This is an optimization exercise on Yosys and OpenROAD, whose aim is small area and few clock cycles per item, not a production implementation.
In this exercise RTL edits were held to simulation tests only and were not proved equivalent to the original.

==> tundra: inputs <==
==> flow/design.v (excerpt) <==
module flanger_dp (
    input  wire        clk,
    input  wire        rst_n,
    input  wire        in_valid,
    output wire        in_ready,
    input  wire [31:0] tap_a,
    input  wire [31:0] tap_b,
    input  wire [31:0] frac,
    input  wire [31:0] dry,
    input  wire [31:0] feedback,
    input  wire [31:0] mix,
    output wire        out_valid,
    output wire [31:0] wet,
    output wire [31:0] out
);
    assign in_ready = 1'b1;
    reg [6:1] v;
    always @(posedge clk) begin
        if (!rst_n) v <= 6'd0;
        else        v <= {v[5:1], in_valid};
    end
    wire [31:0] diff_ba;
    fp_add u_sub_ba (.a(tap_b), .b(tap_a), .sub(1'b1), .y(diff_ba));
    reg [31:0] s1_a, s1_fr, s1_diff, s1_dry, s1_fb, s1_m;
    always @(posedge clk) begin
        s1_a    <= tap_a;
        s1_fr   <= frac;
        s1_diff <= diff_ba;
        s1_dry  <= dry;
        s1_fb   <= feedback;
        s1_m    <= mix;
    end
    wire [31:0] fr_diff;
    fp_mul u_mul_fr (.a(s1_fr), .b(s1_diff), .y(fr_diff));
    reg [31:0] s2_a, s2_frd, s2_dry, s2_fb, s2_m;
    always @(posedge clk) begin
        s2_a   <= s1_a;
        s2_frd <= fr_diff;
  ...
==> module fp_add, before the edit <==
module fp_add (
    input  wire [31:0] a,
    input  wire [31:0] b,
    input  wire        sub,
    output reg  [31:0] y
);
    wire        sa = a[31];
    wire        sb = b[31] ^ sub;
    wire [7:0]  ea = a[30:23];
    wire [7:0]  eb = b[30:23];
    wire a_em = (ea == 8'hFF);
    wire b_em = (eb == 8'hFF);
    wire a_fz = (a[22:0] == 23'd0);
    wire b_fz = (b[22:0] == 23'd0);
    wire a_nan = a_em & ~a_fz;
    wire b_nan = b_em & ~b_fz;
    wire a_inf = a_em & a_fz;
    wire b_inf = b_em & b_fz;
    wire        a_ge;
    wire [30:0] cmp_s;
    bk_add #(31) u_cmp (.a(a[30:0]), .b(~b[30:0]), .ci(1'b1), .s(cmp_s), .co(a_ge));
    wire        sx = a_ge ? sa : sb;
    wire [30:0] x  = a_ge ? a[30:0] : b[30:0];
    wire [30:0] z  = a_ge ? b[30:0] : a[30:0];
    wire        x_ez = (x[30:23] == 8'h00);
    wire        z_ez = (z[30:23] == 8'h00);
    wire [7:0]  ex_eff = {x[30:24], x[23] | x_ez};
    wire [7:0]  ez_eff = {z[30:24], z[23] | z_ez};
    wire [7:0]  d   = ex_eff - ez_eff;
    wire        big = (d[7:5] != 3'd0);
    wire [25:0] a0  = big ? 26'd0 : {~z_ez, z[22:0], 2'b00};
    wire        t0  = big & ~(z_ez & (z[22:0] == 23'd0));
    wire [25:0] a1  = d[4] ? {16'd0, a0[25:16]} : a0;
    wire        t1  = t0 | (d[4] & (a0[15:0] != 16'd0));
    wire [25:0] a2  = d[3] ? {8'd0, a1[25:8]} : a1;
    wire        t2  = t1 | (d[3] & (a1[7:0] != 8'd0));
    wire [25:0] a3  = d[2] ? {4'd0, a2[25:4]} : a2;
    wire        t3  = t2 | (d[2] & (a2[3:0] != 4'd0));
    wire [25:0] a4  = d[1] ? {2'd0, a3[25:2]} : a3;
    wire        t4  = t3 | (d[1] & (a3[1:0] != 2'd0));
    wire [25:0] a5  = d[0] ? {1'd0, a4[25:1]} : a4;
    wire        t5  = t4 | (d[0] & a4[0]);
    wire [26:0] al  = {a5, t5};
    wire        eff_sub = sa ^ sb;
    wire [27:0] sum;
    bk_add #(28) u_sum (.a({1'b0, ~x_ez, x[22:0], 3'b000}), .b({1'b0, al} ^ {28{eff_sub}}), .ci(eff_sub), .s(sum), .co());
    wire [7:0]  lim = ex_eff - 8'd1;
    reg  [26:0] mark;
    integer i;
    always @* begin
        for (i = 0; i < 27; i = i + 1)
            mark[i] = (lim == 26 - i);
    end
    wire [26:0] t = sum[26:0] | mark;
    reg  [4:0]  lz;
    always @* begin
        lz = 5'd0;
        for (i = 0; i < 27; i = i + 1)
            if (t[i]) lz = 5'd26 - i[4:0];
    end
    wire [26:0] sl = sum[26:0] << lz;
    wire [26:0] sn = sum[27] ? {sum[27:2], sum[1] | sum[0]} : sl;
    wire [7:0]  en = sum[27] ? ex_eff + 8'd1 : ex_eff - {3'b000, lz};
    wire        rnd = sn[2] & (sn[1] | sn[0] | sn[3]);
    wire [7:0]  efield = sn[26] ? en : 8'd0;
    wire [30:0] mag;
    bk_add #(31) u_rnd (.a({efield, sn[25:3]}), .b(31'd0), .ci(rnd), .s(mag), .co());
    wire        ovf  = sum[27] & (x[30:23] == 8'hFE);
    wire        zero = (sum == 28'd0);
    always @* begin
        if (a_nan || b_nan || (a_inf && b_inf && (sa != sb)))
            y = 32'h7FC00000;
        else if (a_inf)
            y = {sa, 8'hFF, 23'd0};
        else if (b_inf)
            y = {sb, 8'hFF, 23'd0};
        else if (zero)
            y = {sa & sb, 31'd0};
        else if (ovf)
            y = {sx, 8'hFF, 23'd0};
        else
            y = {sx, mag};
    end
endmodule
export LEC_CHECK = 0
export ABC_AREA = 1
export CAP_MARGIN = 30
export CORE_MARGIN = 2
export CORE_UTILIZATION = 45
export GPL_TIMING_DRIVEN = 0
export SLEW_MARGIN = 30
create_clock -name core_clock -period 21.0 [get_ports {clk}]
standard.sh (not shown) runs the stock make flow with config.mk's settings and CLKGATE_MAP_FILE= SYNTH_SCRIPT=/design/flow/synth_recipe.tcl, a recipe that flattens the netlist after the stock synthesis.
==> flow/flow/run.sh <==
#!/bin/bash
set -euo pipefail
cd "$(dirname "$0")/.."
RES=orfs/results/${FLOW_PLATFORM:-sky130hd}/flanger_dp/base

regs() { grep -oE 'sky130_fd_sc_hd__df[a-z0-9_]+ +[^ ]+' "$1" | sed 's/_[0-9]* / /' | sort; }

# 1. standard synthesis, kept for reference
bash standard.sh synth > synth_standard.log 2>&1
cp "$RES/1_2_yosys.v" standard_1_2_yosys.v
regs standard_1_2_yosys.v > regs_standard.txt

# 2. synthesis without the fine-grained abc pass
bash standard.sh clean_synth > clean_synth.log 2>&1
export SYNTH_OPERATIONS_ARGS=-noabc
if bash standard.sh synth > synth_noabc.log 2>&1; then
  regs "$RES/1_2_yosys.v" > regs_noabc.txt
else
  : > regs_noabc.txt
fi
if ! cmp -s regs_standard.txt regs_noabc.txt; then
  echo "registers differ from the standard synthesis: using the standard synthesis" | tee fallback.txt
  unset SYNTH_OPERATIONS_ARGS
  bash standard.sh clean_synth > clean_synth2.log 2>&1
  bash standard.sh synth > synth_standard2.log 2>&1
fi

# 3. the rest of the standard layout; the buffers abc put in are removed at
#    floorplan, and placement's repair_design buffers what needs it
export REMOVE_ABC_BUFFERS=1
# ports are buffered with the smallest buffer
export BUFFER_PORTS_ARGS="-buffer_cell sky130_fd_sc_hd__buf_1"
# clock tree: ORFS's default arguments, without dummy loads, with larger sink clusters
export CTS_ARGS="-sink_clustering_enable -repair_clock_nets -dont_use_dummy_load -sink_clustering_size 30 -sink_clustering_max_diameter 100"
bash standard.sh finish > layout.log 2>&1
==> nickel: changes against tundra <==
--- a/flow/design.v
+++ b/flow/design.v
@@ -79,78 +79,12 @@
         else if (ovf)
             y = {sx, 8'hFF, 23'd0};
         else
             y = {sx, mag};
     end
 endmodule
-module fp_1m (
-    input  wire [31:0] m,
-    output reg  [31:0] y
-);
-    wire        sm = m[31];
-    wire [7:0]  em = m[30:23];
-    wire        m_em  = (em == 8'hFF);
-    wire        m_fz  = (m[22:0] == 23'd0);
-    wire        m_nan = m_em & ~m_fz;
-    wire        m_inf = m_em & m_fz;
-    wire        m_ez  = (em == 8'h00);
-    wire        le1 = (m[30:0] <= 31'h3F800000);
-    wire        eff_sub = ~sm;               
-    wire [7:0]  em_eff = {em[7:1], em[0] | m_ez};
-    wire [7:0]  d1 = 8'd127 - em_eff;
-    wire [7:0]  d2 = em - 8'd127;
-    wire        big1 = (d1[7:5] != 3'd0);
-    wire [25:0] a0  = big1 ? 26'd0 : {~m_ez, m[22:0], 2'b00};
-    wire        t0  = big1 & ~(m_ez & m_fz);
-    wire [25:0] a1  = d1[4] ? {16'd0, a0[25:16]} : a0;
-    wire        t1  = t0 | (d1[4] & (a0[15:0] != 16'd0));
-    wire [25:0] a2  = d1[3] ? {8'd0, a1[25:8]} : a1;
-    wire        t2  = t1 | (d1[3] & (a1[7:0] != 8'd0));
-    wire [25:0] a3  = d1[2] ? {4'd0, a2[25:4]} : a2;
-    wire        t3  = t2 | (d1[2] & (a2[3:0] != 4'd0));
-    wire [25:0] a4  = d1[1] ? {2'd0, a3[25:2]} : a3;
-    wire        t4  = t3 | (d1[1] & (a3[1:0] != 2'd0));
-    wire [25:0] a5  = d1[0] ? {1'd0, a4[25:1]} : a4;
-    wire        t5  = t4 | (d1[0] & a4[0]);
-    reg  [26:0] one_al;
-    integer i;
-    always @* begin
-        for (i = 0; i < 27; i = i + 1)
-            one_al[i] = (d2 == 26 - i);
-        one_al[0] = one_al[0] | (d2 > 8'd26);
-    end
-    wire [26:0] al = le1 ? {a5, t5} : one_al;
-    wire [26:0] xe = le1 ? {1'b1, 23'd0, 3'b000} : {1'b1, m[22:0], 3'b000};
-    wire [7:0]  ex = le1 ? 8'd127 : em;
-    wire [27:0] sum;
-    bk_add #(28) u_sum (.a({1'b0, xe}), .b({1'b0, al} ^ {28{eff_sub}}), .ci(eff_sub), .s(sum), .co());
-    reg  [4:0]  lz;
-    always @* begin
-        lz = 5'd0;
-        for (i = 0; i < 27; i = i + 1)
-            if (sum[i]) lz = 5'd26 - i[4:0];
-    end
-    wire [26:0] sl = sum[26:0] << lz;
-    wire [26:0] sn = sum[27] ? {sum[27:2], sum[1] | sum[0]} : sl;
-    wire [7:0]  en = sum[27] ? ex + 8'd1 : ex - {3'b000, lz};
-    wire        rnd = sn[2] & (sn[1] | sn[0] | sn[3]);
-    wire [30:0] mag;
-    bk_add #(31) u_rnd (.a({en, sn[25:3]}), .b(31'd0), .ci(rnd), .s(mag), .co());
-    wire        sx   = le1 ? 1'b0 : ~sm;
-    wire        zero = (m[30:0] == 31'h3F800000) & ~sm;
-    always @* begin
-        if (m_nan)
-            y = 32'h7FC00000;
-        else if (m_inf)
-            y = {~sm, 8'hFF, 23'd0};
-        else if (zero)
-            y = 32'd0;
-        else
-            y = {sx, mag};
-    end
-endmodule
 module bk_add #(parameter W = 8) (
     input  wire [W-1:0] a,
     input  wire [W-1:0] b,
     input  wire         ci,
     output wire [W-1:0] s,
     output wire         co
@@ -173,15 +107,13 @@
                     p[j] = p[j] & p[j - (1 << (i - 1))];
                 end
     end
     assign s  = a ^ b ^ {g[W-2:0], ci};
     assign co = g[W-1];
 endmodule
-module fp_mul #(
-    parameter B_NORMAL = 0
-) (
+module fp_mul (
     input  wire [31:0] a,
     input  wire [31:0] b,
     output reg  [31:0] y
 );
     wire        s  = a[31] ^ b[31];
     wire [7:0]  ea = a[30:23];
@@ -197,55 +129,51 @@
     wire a_nan  = a_em & ~a_fz;
     wire b_nan  = b_em & ~b_fz;
     wire a_inf  = a_em & a_fz;
     wire b_inf  = b_em & b_fz;
     wire a_zero = a_ez & a_fz;
     wire b_zero = b_ez & b_fz;
-    wire [23:0] mx = B_NORMAL ? {~a_ez, fa} : (a_ez ? {1'b0, fa} : {~b_ez, fb});
-    wire [23:0] my = {1'b1, (B_NORMAL || a_ez) ? fb : fa};
+    wire [23:0] mx = a_ez ? {1'b0, fa} : {~b_ez, fb};
+    wire [23:0] my = {1'b1, a_ez ? fb : fa};
     wire [4:0]  lz;
     wire [23:0] n0 = mx;
     assign lz[4] = (n0[23:8] == 16'd0);
     wire [23:0] n1 = lz[4] ? {n0[7:0], 16'd0} : n0;
     assign lz[3] = (n1[23:16] == 8'd0);
     wire [23:0] n2 = lz[3] ? {n1[15:0], 8'd0} : n1;
     assign lz[2] = (n2[23:20] == 4'd0);
     wire [23:0] n3 = lz[2] ? {n2[19:0], 4'd0} : n2;
     assign lz[1] = (n3[23:22] == 2'd0);
     wire [23:0] n4 = lz[1] ? {n3[21:0], 2'd0} : n3;
     assign lz[0] = ~n4[23];
-    wire [23:0] n5 = lz[0] ? {n4[22:0], 1'b0} : n4;
-    wire [23:0] mxn = {1'b1, n5[22:0]};
+    wire [23:0] mxn = lz[0] ? {n4[22:0], 1'b0} : n4;
     wire [47:0] p;
     mul24 u_mul (.a(mxn), .b(my), .p(p));
-    wire [9:0] e0 = {2'b00, ea[7:1], ea[0] | a_ez} + {2'b00, eb[7:1], eb[0] | b_ez}
-                  - {5'd0, lz} - 10'd127;
-    wire       e0_neg = e0[9];
-    wire       e0_pos = ~e0_neg & (e0 != 10'd0);             
-    wire       e0_zero = (e0 == 10'd0);
-    wire [9:0] e0_p1 = e0 + 10'd1;
-    wire [9:0] shn = 10'd1 - e0;                               
-    wire [4:0] shc = (shn[9:5] != 5'd0) ? 5'd31 : shn[4:0];
-    wire       p47  = p[47];
-    wire       norm = e0_pos | (e0_zero & p47);
-    wire [9:0] e    = p47 ? e0_p1 : e0;
-    wire       e_ovf = ~e0_neg & (e[8] | (e[7:0] == 8'hFF));
-    wire [4:0]  k = e0_pos ? {4'd0, p47} : shc;
-    wire [25:0] u = p[47:22];
-    wire [25:0] us = u >> k;
-    reg  [25:0] mask;
+    wire [9:0] esum = {2'b00, ea[7:1], ea[0] | a_ez} + {2'b00, eb[7:1], eb[0] | b_ez}
+                    + {9'd0, p[47]} - {5'd0, lz} - 10'd127;
+    wire       e_neg = esum[9];                  
+    wire       e_pos = ~e_neg & (esum != 10'd0);  
+    wire       e_ovf = ~e_neg & (esum[8] | (esum[7:0] == 8'hFF));
+    wire [23:0] m0 = p[47] ? p[47:24] : p[46:23];
+    wire        g0 = p[47] ? p[23] : p[22];
+    wire        s0 = (|p[21:0]) | (p[47] & p[22]);
+    wire [9:0]  shn = 10'd1 - esum;
+    wire [4:0]  sh  = e_pos ? 5'd0 : ((shn[9:5] != 5'd0) ? 5'd31 : shn[4:0]);
+    wire [24:0] v   = {m0, g0};
+    wire [24:0] vs  = v >> sh;
+    reg  [24:0] mask;
     integer i;
     always @* begin
-        for (i = 0; i < 26; i = i + 1)
-            mask[i] = (i < k);
+        for (i = 0; i < 25; i = i + 1)
+            mask[i] = (i < sh);
     end
-    wire        st  = (|p[21:0]) | (|(u & mask));
-    wire [23:0] m   = us[24:1];
-    wire        g   = us[0];
+    wire        st  = s0 | (|(v & mask));
+    wire [23:0] m   = vs[24:1];
+    wire        g   = vs[0];
     wire        rnd = g & (st | m[0]);
-    wire [7:0]  efield = norm ? e[7:0] : 8'd0;
+    wire [7:0]  efield = e_pos ? esum[7:0] : 8'd0;
     wire [30:0] mag;
     bk_add #(31) u_rnd (.a({efield, m[22:0]}), .b(31'd0), .ci(rnd), .s(mag), .co());
     always @* begin
         if (a_nan || b_nan || (a_inf && b_zero) || (b_inf && a_zero))
             y = 32'h7FC00000;
         else if (a_inf || b_inf)
@@ -2175,12 +2103,13 @@
     input  wire [31:0] feedback,
     input  wire [31:0] mix,
     output wire        out_valid,
     output wire [31:0] wet,
     output wire [31:0] out
 );
+    localparam [31:0] ONE = 32'h3F800000;
     assign in_ready = 1'b1;
     reg [6:1] v;
     always @(posedge clk) begin
         if (!rst_n) v <= 6'd0;
         else        v <= {v[5:1], in_valid};
     end
@@ -2213,23 +2142,23 @@
         s3_dry <= s2_dry;
         s3_fb  <= s2_fb;
         s3_m   <= s2_m;
     end
     wire [31:0] d_fb, one_m;
     fp_mul u_mul_fb (.a(s3_d), .b(s3_fb), .y(d_fb));
-    fp_1m  u_sub_1m (.m(s3_m), .y(one_m));
+    fp_add u_sub_1m (.a(ONE), .b(s3_m), .sub(1'b1), .y(one_m));
     reg [31:0] s4_dfb, s4_dry, s4_m, s4_om;
     always @(posedge clk) begin
         s4_dfb <= d_fb;
         s4_dry <= s3_dry;
         s4_m   <= s3_m;
         s4_om  <= one_m;
     end
     wire [31:0] wet_w, dry_om;
     fp_add u_add_w  (.a(s4_dry), .b(s4_dfb), .sub(1'b0), .y(wet_w));
-    fp_mul #(.B_NORMAL(1)) u_mul_dr (.a(s4_dry), .b(s4_om), .y(dry_om));
+    fp_mul u_mul_dr (.a(s4_dry), .b(s4_om), .y(dry_om));
     reg [31:0] s5_wet, s5_m, s5_dom;
     always @(posedge clk) begin
         s5_wet <= wet_w;
         s5_m   <= s4_m;
         s5_dom <= dry_om;
     end
--- a/flow/flow/run.sh
+++ b/flow/flow/run.sh
@@ -25,11 +25,7 @@
   bash standard.sh synth > synth_standard2.log 2>&1
 fi
 
 # 3. the rest of the standard layout; the buffers abc put in are removed at
 #    floorplan, and placement's repair_design buffers what needs it
 export REMOVE_ABC_BUFFERS=1
-# ports are buffered with the smallest buffer
-export BUFFER_PORTS_ARGS="-buffer_cell sky130_fd_sc_hd__buf_1"
-# clock tree: ORFS's default arguments, without dummy loads, with larger sink clusters
-export CTS_ARGS="-sink_clustering_enable -repair_clock_nets -dont_use_dummy_load -sink_clustering_size 30 -sink_clustering_max_diameter 100"
 bash standard.sh finish > layout.log 2>&1
==> flow/config.mk (replaced) <==
export PLATFORM = sky130hd
export DESIGN_NAME = flanger_dp
export DESIGN_NICKNAME = flanger_dp
export VERILOG_FILES = /design/flow/design.v
export SDC_FILE = /design/flow/constraint.sdc
export NUM_CORES = 4
export LEC_CHECK = 0
export ABC_AREA = 1
export CAP_MARGIN = 20
export CORE_MARGIN = 2
export CORE_UTILIZATION = 45
export GPL_TIMING_DRIVEN = 0
export SLEW_MARGIN = 20
==> raven: changes against tundra <==
--- a/flow/design.v
+++ b/flow/design.v
@@ -41,29 +41,29 @@
     wire [25:0] a5  = d[0] ? {1'd0, a4[25:1]} : a4;
     wire        t5  = t4 | (d[0] & a4[0]);
     wire [26:0] al  = {a5, t5};
     wire        eff_sub = sa ^ sb;
     wire [27:0] sum;
     bk_add #(28) u_sum (.a({1'b0, ~x_ez, x[22:0], 3'b000}), .b({1'b0, al} ^ {28{eff_sub}}), .ci(eff_sub), .s(sum), .co());
-    wire [7:0]  lim = ex_eff - 8'd1;
-    reg  [26:0] mark;
+    wire [7:0]  lim = ex_eff;
+    reg  [27:0] mark;
     integer i;
     always @* begin
-        for (i = 0; i < 27; i = i + 1)
-            mark[i] = (lim == 26 - i);
+        for (i = 0; i < 28; i = i + 1)
+            mark[i] = (lim == 27 - i);
     end
-    wire [26:0] t = sum[26:0] | mark;
+    wire [27:0] t = sum | mark;
     reg  [4:0]  lz;
     always @* begin
         lz = 5'd0;
-        for (i = 0; i < 27; i = i + 1)
-            if (t[i]) lz = 5'd26 - i[4:0];
+        for (i = 0; i < 28; i = i + 1)
+            if (t[i]) lz = 5'd27 - i[4:0];
     end
-    wire [26:0] sl = sum[26:0] << lz;
-    wire [26:0] sn = sum[27] ? {sum[27:2], sum[1] | sum[0]} : sl;
-    wire [7:0]  en = sum[27] ? ex_eff + 8'd1 : ex_eff - {3'b000, lz};
+    wire [27:0] sl = sum << lz;
+    wire [26:0] sn = {sl[27:2], sl[1] | sl[0]};
+    wire [7:0]  en = ex_eff + 8'd1 - {3'b000, lz};
     wire        rnd = sn[2] & (sn[1] | sn[0] | sn[3]);
     wire [7:0]  efield = sn[26] ? en : 8'd0;
     wire [30:0] mag;
     bk_add #(31) u_rnd (.a({efield, sn[25:3]}), .b(31'd0), .ci(rnd), .s(mag), .co());
     wire        ovf  = sum[27] & (x[30:23] == 8'hFE);
     wire        zero = (sum == 28'd0);
--- a/flow/config.mk
+++ b/flow/config.mk
@@ -5,9 +5,9 @@
 export SDC_FILE = /design/flow/constraint.sdc
 export NUM_CORES = 4
 export LEC_CHECK = 0
 export ABC_AREA = 1
 export CAP_MARGIN = 30
 export CORE_MARGIN = 2
-export CORE_UTILIZATION = 45
+export CORE_UTILIZATION = 38
 export GPL_TIMING_DRIVEN = 0
 export SLEW_MARGIN = 30
==> results by group <==
Status
  – Status: complete, no violations

Final layout
  – Post-layout util: 0.473
  – Cell Count, Final, Fillers Out: 20300
  – Fill count: 28400
  – Inverters, non-clock: 2009

Place
  – Gpl congestion: 0.983

Global routing
  – Gr usage total: 0.298
  – Largest net degree at the start of global routing: 126

STA
  – Fin worst setup slack: 1320 ps

Synth
  – Post-synth top area share: 0.199
  – Synth Area in Adders: 0.299
  – Synth top area cells: fa_1, dfxtp_1, ha_1, nand2_1, xor2_1

Floorplanning
  – TAP cells: 3705
the above is filed under tundra

==> results by group <==
Status
  – Status: complete, but fails checks
  – Violated Checks: max-capacitance violations, max-slew violations

Final layout
  – Post-layout util: 0.488
  – Inverters, non-clock: 2185
  – Cell Count, Final, Fillers Out: 21100

Global routing
  – Gr usage total: 0.290

STA
  – Fin worst setup slack: 1380 ps
  – Max-slew violations: 11

Synth
  – Synth Area in Adders: 0.293
  – Synth top area cells: fa_1, dfxtp_1, nand2_1, ha_1, xor2_1
  – Post-synth top area share: 0.196

Flow run
  – Reported max-cap violation count: 1

Place
  – Gpl congestion: between 0.9 and 1
the above is filed under nickel

==> results by group <==
Final layout
  – Fill count: 34000
  – Inverters, non-clock: around 2100
  – Cell Count, Final, Fillers Out: 20600
  – Post-layout util: 0.401

Setup path
  – Worst Path Arrival: 20100 ps

Global routing
  – Largest net degree at the start of global routing: 124
  – Gr usage total: 0.246

Synth
  – Synth top area cells: fa_1, dfxtp_1, ha_1, xor2_1, nand2_1
  – Post-synth top area share: 0.201
  – Synth Area in Adders: 0.301
  – Synth top cells by count: nand2_1, inv_1, o21ai_0

Status
  – Status: complete, no violations

STA
  – Fin worst setup slack: roughly 1500 ps
the above is filed under raven

Testbench counts of tundra, summed over its fixed seeds: cycles 16,048, items 16,000.
Testbench counts of nickel, summed over its fixed seeds: cycles 16,048, items 16,000.
Testbench counts of raven, summed over its fixed seeds: cycles 16,048, items 16,000.

-- static timing again, ports no longer ideal --
The results above use ideal ports. As a check the final layouts listed here were re-extracted and re-timed, cells and wires unchanged.
Step 1 sets driving cells, clkbuf_16 on the clock port and buf_2 on the other inputs (assumed; they add their load-dependent delay and slew).
Step 2 moves the port delays by t, midway between the first and last clock arrival at a register: inputs arrive t later, outputs are due t later. That takes back most of the time a late clock gives input paths.
a / b / c = ideal ports / drivers / drivers and shift; a / b = the first two.
run | t, ns | setup WS [ns] | worst setup path at the end | worst register clock-pin slew, ns
tundra | 0.794 | 1.317 / 1.225 / 0.890 | input to register | 0.11 / 0.11
nickel | 0.906 | 1.383 / 1.349 / 0.639 | input to register | 0.08 / 0.08
raven | 0.804 | 1.507 / 1.494 / 0.777 | input to register | 0.11 / 0.11
The setup slack of nickel, which loses most, moves by -0.034 ns with the drivers and by -0.744 ns with both steps.
